Background: an optimization exercise with open tools, aiming at small area, a short achievable clock period and few clock cycles per item. Do not read the settings as production practice. Where RTL was checked, it was by simulation tests only, not by an equivalence proof against the original. No activity file was given, so power comes from the tool's default toggle rates.

Design ble_tx, start of the top module:
module ble_tx (
    input  wire       clk,
    input  wire       rst,
    input  wire       start_valid,
    output wire       start_ready,
    input  wire [5:0] start_channel,
    input  wire [1:0] start_phy,
    input  wire [4:0] start_plen,
    input  wire       in_valid,
    output wire       in_ready,
    input  wire [7:0] in_data,
    output reg        out_valid,
    input  wire       out_ready,
    output reg  [7:0] out_data,
    output reg        out_last
);
Size: ~380 flip-flops, ~38 I/O pins.
clock: 5.0 ns
lec_check: 0
cap_margin: 20
core_margin: 2
core_utilization: 40
cts_buf_list: sky130_fd_sc_hd__clkbuf_16
cts_cluster_diameter: 100
cts_cluster_size: 24
place_density: 0.6
setup_slack_margin: 2.75
slew_margin: 20
tns_end_percent: 0
standard.sh (not shown) runs the stock make flow with config.mk's settings and CLKGATE_MAP_FILE= SYNTH_SCRIPT=/design/flow/synth_recipe.tcl, a recipe that flattens the netlist after the stock synthesis.
==> flow/flow/run.sh <==
#!/bin/bash
# The standard layout, with real buffers (not delay cells) on the ports.
set -euo pipefail
export BUFFER_PORTS_ARGS="-buffer_cell sky130_fd_sc_hd__buf_4"
bash standard.sh finish > layout.log 2>&1
Change:
--- a/flow/design.v
+++ b/flow/design.v
@@ -82,21 +82,21 @@
     wire all_in  = !ld_act;
     wire a_in    = (wcnt >= 6'd6);
     localparam [2:0] A_IDLE = 3'd0,
                      A_H0   = 3'd1,
                      A_H1   = 3'd2,
                      A_ADDR = 3'd3,
                      A_PAY  = 3'd4,
                      A_CRC  = 3'd5;
     reg [2:0] aph;
     reg [4:0] pos;          
-    reg [3:0] pos_lo;       
+    wire [3:0] pos_lo = 4'd1 << pos[1:0];
     reg [4:0] lpos;         
     reg [4:0] acnt;         
     reg       acnt_z;       
     reg       rb_v;
     reg [7:0] rb;
     reg       rb_crc;
     reg       rb_h0;        
     reg       rb_h1;        
     reg       rb_last;
     reg       fb_v;
@@ -128,21 +128,20 @@
     wire       pos_z  = rb_load && aph == A_ADDR && addr_end;
     wire [4:0] pos_1  = inc31(pos);
     wire [4:0] pos_2  = inc31(pos_1);
     wire [4:0] lpos_1 = inc31(lpos);
     wire [6:0] l0     = 7'd32 - {1'b0, s_len};
     wire [4:0] lpos_0 = l0[6] ? l0[4:0] + 5'd31 : l0[4:0];    
     wire [4:0] pos_n  = first ? 5'd26 :                        
                         pos_z ? lpos_1 :
                         inc_r ? pos_2 : pos_1;
     wire [4:0] lpos_n = first ? lpos_0 : lpos_1;
-    wire [3:0] lo_n   = 4'd1 << pos_n[1:0];
     reg  [7:0] bsrc;
     always @(*) begin
         if (rb_crc)
             bsrc = crc[23:16];
         else if (rb_h0)
             bsrc = 8'h40;                             
         else if (rb_h1)
             bsrc = rev8({2'b00, s_len});              
         else
             bsrc = rev8(rb);
@@ -302,21 +301,20 @@
         if (start_fire) begin
             s_ch  <= start_channel;
             s_phy <= start_phy;
             s_len <= {1'b0, start_plen} + 6'd6;
             wcnt  <= 6'd0;
             a_rd  <= 1'b0;
         end
         if (in_fire)
             wcnt <= wcnt_inc;
         pos    <= pos_n;
-        pos_lo <= lo_n;
         lpos   <= lpos_n;
         wp     <= first ? 5'd0 : in_fire ? wp : inc31(wp);
         if (rb_load) begin
             rb_crc  <= (aph == A_CRC);
             rb_last <= (aph == A_CRC) && addr_end;
             rb_h0   <= (aph == A_H0);
             rb_h1   <= (aph == A_H1);
             rb      <= (aph == A_H0 || aph == A_H1) ? 8'h00 : rd;
             acnt    <= acnt - 5'd1;
             acnt_z  <= (acnt == 5'd1);
=>
- final area came out lower by 0.54%
- synthesized area stays flat
- global-route usage barely changes
- critical path depth came out higher by 1
- clock skew came out higher by 17 ps
Testbench counts after the change, summed over its fixed seeds: cycles 42,368, packets 384.
Only the layout flow was run in the first run of this note; the RTL was not checked for function there.

ble_tx, a different RTL version from the one above (not shown whole).
Size in the first run: roughly 1100 cells after synthesis, roughly 380 flip-flops.
## ble_tx
module ble_tx (
    input  wire       clk,
    input  wire       rst,
    input  wire       start_valid,
    output wire       start_ready,
    input  wire [5:0] start_channel,
    input  wire [1:0] start_phy,
    input  wire [4:0] start_plen,
    input  wire       in_valid,
    output wire       in_ready,
    input  wire [7:0] in_data,
    output reg        out_valid,
    input  wire       out_ready,
    output reg  [7:0] out_data,
    output reg        out_last
);
clock: 5.0 ns
lec_check: 0
cap_margin: 20
core_margin: 2
core_utilization: 40
cts_buf_list: sky130_fd_sc_hd__clkbuf_16
cts_cluster_diameter: 100
cts_cluster_size: 30
place_density: 0.6
setup_slack_margin: 2.5
slew_margin: 20
run.sh (not shown) runs the stock make flow with config.mk's settings and CLKGATE_MAP_FILE= SYNTH_SCRIPT=/design/flow/synth_recipe.tcl, a recipe that flattens the netlist after the stock synthesis.
Stock flow here: none of the scripts above is used.
Then changed:
--- a/flow/design.v
+++ b/flow/design.v
@@ -84,17 +84,18 @@
     wire a_in   = wrapped || (wslot > 5'd6) || (wslot == 5'd6 && !wr_en);
     localparam [2:0] A_IDLE = 3'd0,
                      A_H0   = 3'd1,
                      A_H1   = 3'd2,
                      A_ADDR = 3'd3,
                      A_PAY  = 3'd4,
                      A_CRC  = 3'd5;
     reg [2:0] aph;
-    reg [4:0] rslot;        
+    reg [4:0] rslot;
+    reg [1:0] ccnt;
     reg       rb_v;
     reg [7:0] rb;
     reg       rb_crc;
     reg       rb_h0;        
     reg       rb_h1;        
     reg       rb_last;
     reg       fb_v;
     reg [7:0] fb;
@@ -125,16 +126,17 @@
     localparam [46:0] HDR_A0_S2 = {10'h000, 37'h092e71f762};
     localparam [46:0] HDR_A1_S2 = {10'h3ff, 37'h0f99a8e07a};
     localparam [46:0] HDR_A0_S8 = {10'h000, 37'h092e71f77c};
     localparam [46:0] HDR_A1_S8 = {10'h3ff, 37'h0f99a8e06c};
     reg [1:0] oph;
     reg [5:0] ocnt;         
     reg [1:0] o_phy;
     reg [2:0] fec;          
+    reg [2:0] bc;           
     reg       sk_v;
     reg [7:0] sk_d;
     reg       sk_l;
     wire adv   = !sk_v;
     wire coded = o_phy[1];
     wire s8    = o_phy[0];
     wire e_b  = (oph == O_FRM) && fb[7];
     wire e_a1 = e_b ^ fec[1] ^ fec[2];
@@ -184,20 +186,20 @@
             O_FRM: begin
                 nv = fb_v;
                 if (!coded) begin
                     nb = fb;
                     fb_done = 1'b1;
                     nl = fb_last;
                 end else if (s8) begin
                     nb = s8map(e_a0, e_a1);
-                    fb_done = (ocnt[2:0] == 3'd0);
+                    fb_done = (bc == 3'd7);
                 end else begin
                     nb = s2_byte;
-                    fb_done = !ocnt[2];
+                    fb_done = (bc == 3'd4);
                 end
             end
             O_TERM: begin
                 nv = 1'b1;
                 nb = s8 ? s8map(e_a0, e_a1) : s2_byte;
                 nl = (ocnt == 6'd0);
             end
             default: ;
@@ -240,17 +242,17 @@
                         end else begin
                             aph  <= A_PAY;
                         end
                     end
                     A_PAY: if (rslot == 5'd6) begin
                         aph  <= A_CRC;
                         busy <= 1'b0;
                     end
-                    A_CRC: if (rslot == 5'd0) aph <= A_IDLE;
+                    A_CRC: if (ccnt == 2'd2) aph <= A_IDLE;
                     default: ;
                 endcase
             end else if (fb_load) begin
                 rb_v <= 1'b0;
             end
             if (fb_load)
                 fb_v <= 1'b1;
             else if (fb_take)
@@ -292,53 +294,59 @@
         if (in_fire) begin
             wslot <= (wslot == 5'd30) ? 5'd0 : wslot + 5'd1;
             if (wslot == 5'd30)
                 wrapped <= 1'b1;
         end
         wr_data <= in_data;
         if (rb_load) begin
             rb_crc  <= (aph == A_CRC);
-            rb_last <= (aph == A_CRC) && (rslot == 5'd0);
+            rb_last <= (aph == A_CRC) && (ccnt == 2'd2);
             rb_h0   <= (aph == A_H0);
             rb_h1   <= (aph == A_H1);
             rb      <= mem[rslot];
             case (aph)
                 A_H1: rslot <= 5'd5;
                 A_ADDR: begin
-                    rslot <= (rslot != 5'd0) ? rslot - 5'd1 : (s_len == 6'd6) ? 5'd2 : ps;
-                    if (rslot == 5'd0)
+                    rslot <= (rslot == 5'd0) ? ps : rslot - 5'd1;
+                    if (rslot == 5'd0) begin
                         a_rd <= 1'b1;
+                        ccnt <= 2'd0;
+                    end
                 end
                 A_PAY: begin
-                    rslot <= (rslot == 5'd6) ? 5'd2 : (rslot == 5'd0) ? 5'd30 : rslot - 5'd1;
+                    rslot <= (rslot == 5'd0) ? 5'd30 : rslot - 5'd1;
+                    ccnt  <= 2'd0;
                 end
-                A_CRC: rslot <= rslot - 5'd1;
+                A_CRC: ccnt <= ccnt + 2'd1;
                 default: ;
             endcase
         end
         if (fb_load) begin
             fb      <= bsrc ^ wbyte(lfsr);
             fb_last <= rb_last;
             crc     <= rb_crc ? {crc[15:0], 8'h00} : crc8(crc, bsrc);
             lfsr    <= lfsr8(lfsr);
         end else if (emit && oph == O_FRM) begin
             fb <= s8 ? {fb[6:0], 1'b0} : {fb[3:0], 4'h0};
         end
         if (emit) begin
             if (oph == O_FRM || oph == O_TERM)
                 fec <= s8 ? {fec[1:0], e_b} : s2_fec;
-            ocnt <= ocnt - ((oph == O_FRM && !s8) ? 6'd4 : 6'd1);
-            if (oph == O_FRM && fb_done && fb_last)
+            if (oph == O_FRM)
+                bc <= fb_done ? 3'd0 : bc + (s8 ? 3'd1 : 3'd4);
+            ocnt <= ocnt - 6'd1;
+            if (oph == O_FRM)
                 ocnt <= s8 ? 6'd2 : 6'd0;
         end
         if (pstart) begin
             o_phy <= s_phy;
             ocnt  <= s_phy[1] ? 6'd46 : (s_phy[0] ? 6'd5 : 6'd4);
             fec   <= 3'd0;
+            bc    <= 3'd0;
             crc   <= CRC_INIT;
             lfsr  <= {s_ch[0], s_ch[1], s_ch[2], s_ch[3], s_ch[4], s_ch[5], 1'b1};
         end
         if (!out_valid || out_ready) begin
             out_data <= sk_v ? sk_d : nb;
             out_last <= sk_v ? sk_l : nl;
         end
         if (!sk_v) begin
After rerunning: Critical path depth went down by 3. Fmax went down by 1.4%. Count of clock-buffer cells in the layout is unchanged. Cell count went down by 0.98%. Clock skew went up by 0.0093 ns. Non-clock buffer count went down by 20. Total power went down by 6.9%. Cell area went down by 1.8%. Via count went down by 1.7%. Die area went up by 0.39%.
No functional check of the RTL was part of any run of this note.

afterwards: timing with drivers on the ports:
The flow's constraints put no driver on any port. The routed layouts listed below were extracted and timed again, unchanged, in two steps. Step 1 (the two cells are an assumption about what drives the block):
set clk [get_ports {clk}]
set_driving_cell -lib_cell sky130_fd_sc_hd__clkbuf_16 $clk
set_driving_cell -lib_cell sky130_fd_sc_hd__buf_2 [delete_from_list [all_inputs] $clk]
Step 2 also shifts input and output timing later by t, the mid clock arrival at the registers, as if the neighbouring blocks saw the same clock. a / b / c = ideal / step 1 / step 2; a / b = the first two.
| run | t (ns) | setup WS [ns] | worst hold slack (ns) | cell pins on the clock port's net |
|---|---|---|---|---|
| the first run of note 1 | 0.573 | 2.705 / 2.705 / 2.259 | 0.337 / 0.337 / 0.337 | 1 |
| the second run of note 1 | 0.580 | 2.780 / 2.780 / 2.252 | 0.336 / 0.336 / 0.336 | 1 |
| the first run of note 2 | 0.589 | 2.576 / 2.534 / 2.200 | 0.443 / 0.443 / 0.443 | 1 |
| the second run of note 2 | 0.575 | 2.542 / 2.529 / 2.129 | 0.464 / 0.464 / 0.464 | 1 |
After both steps setup and hold are still met in every run listed. For the second run of note 1, which loses most, drivers alone change the setup slack by 0.000 ns; drivers and shift together by -0.528 ns.
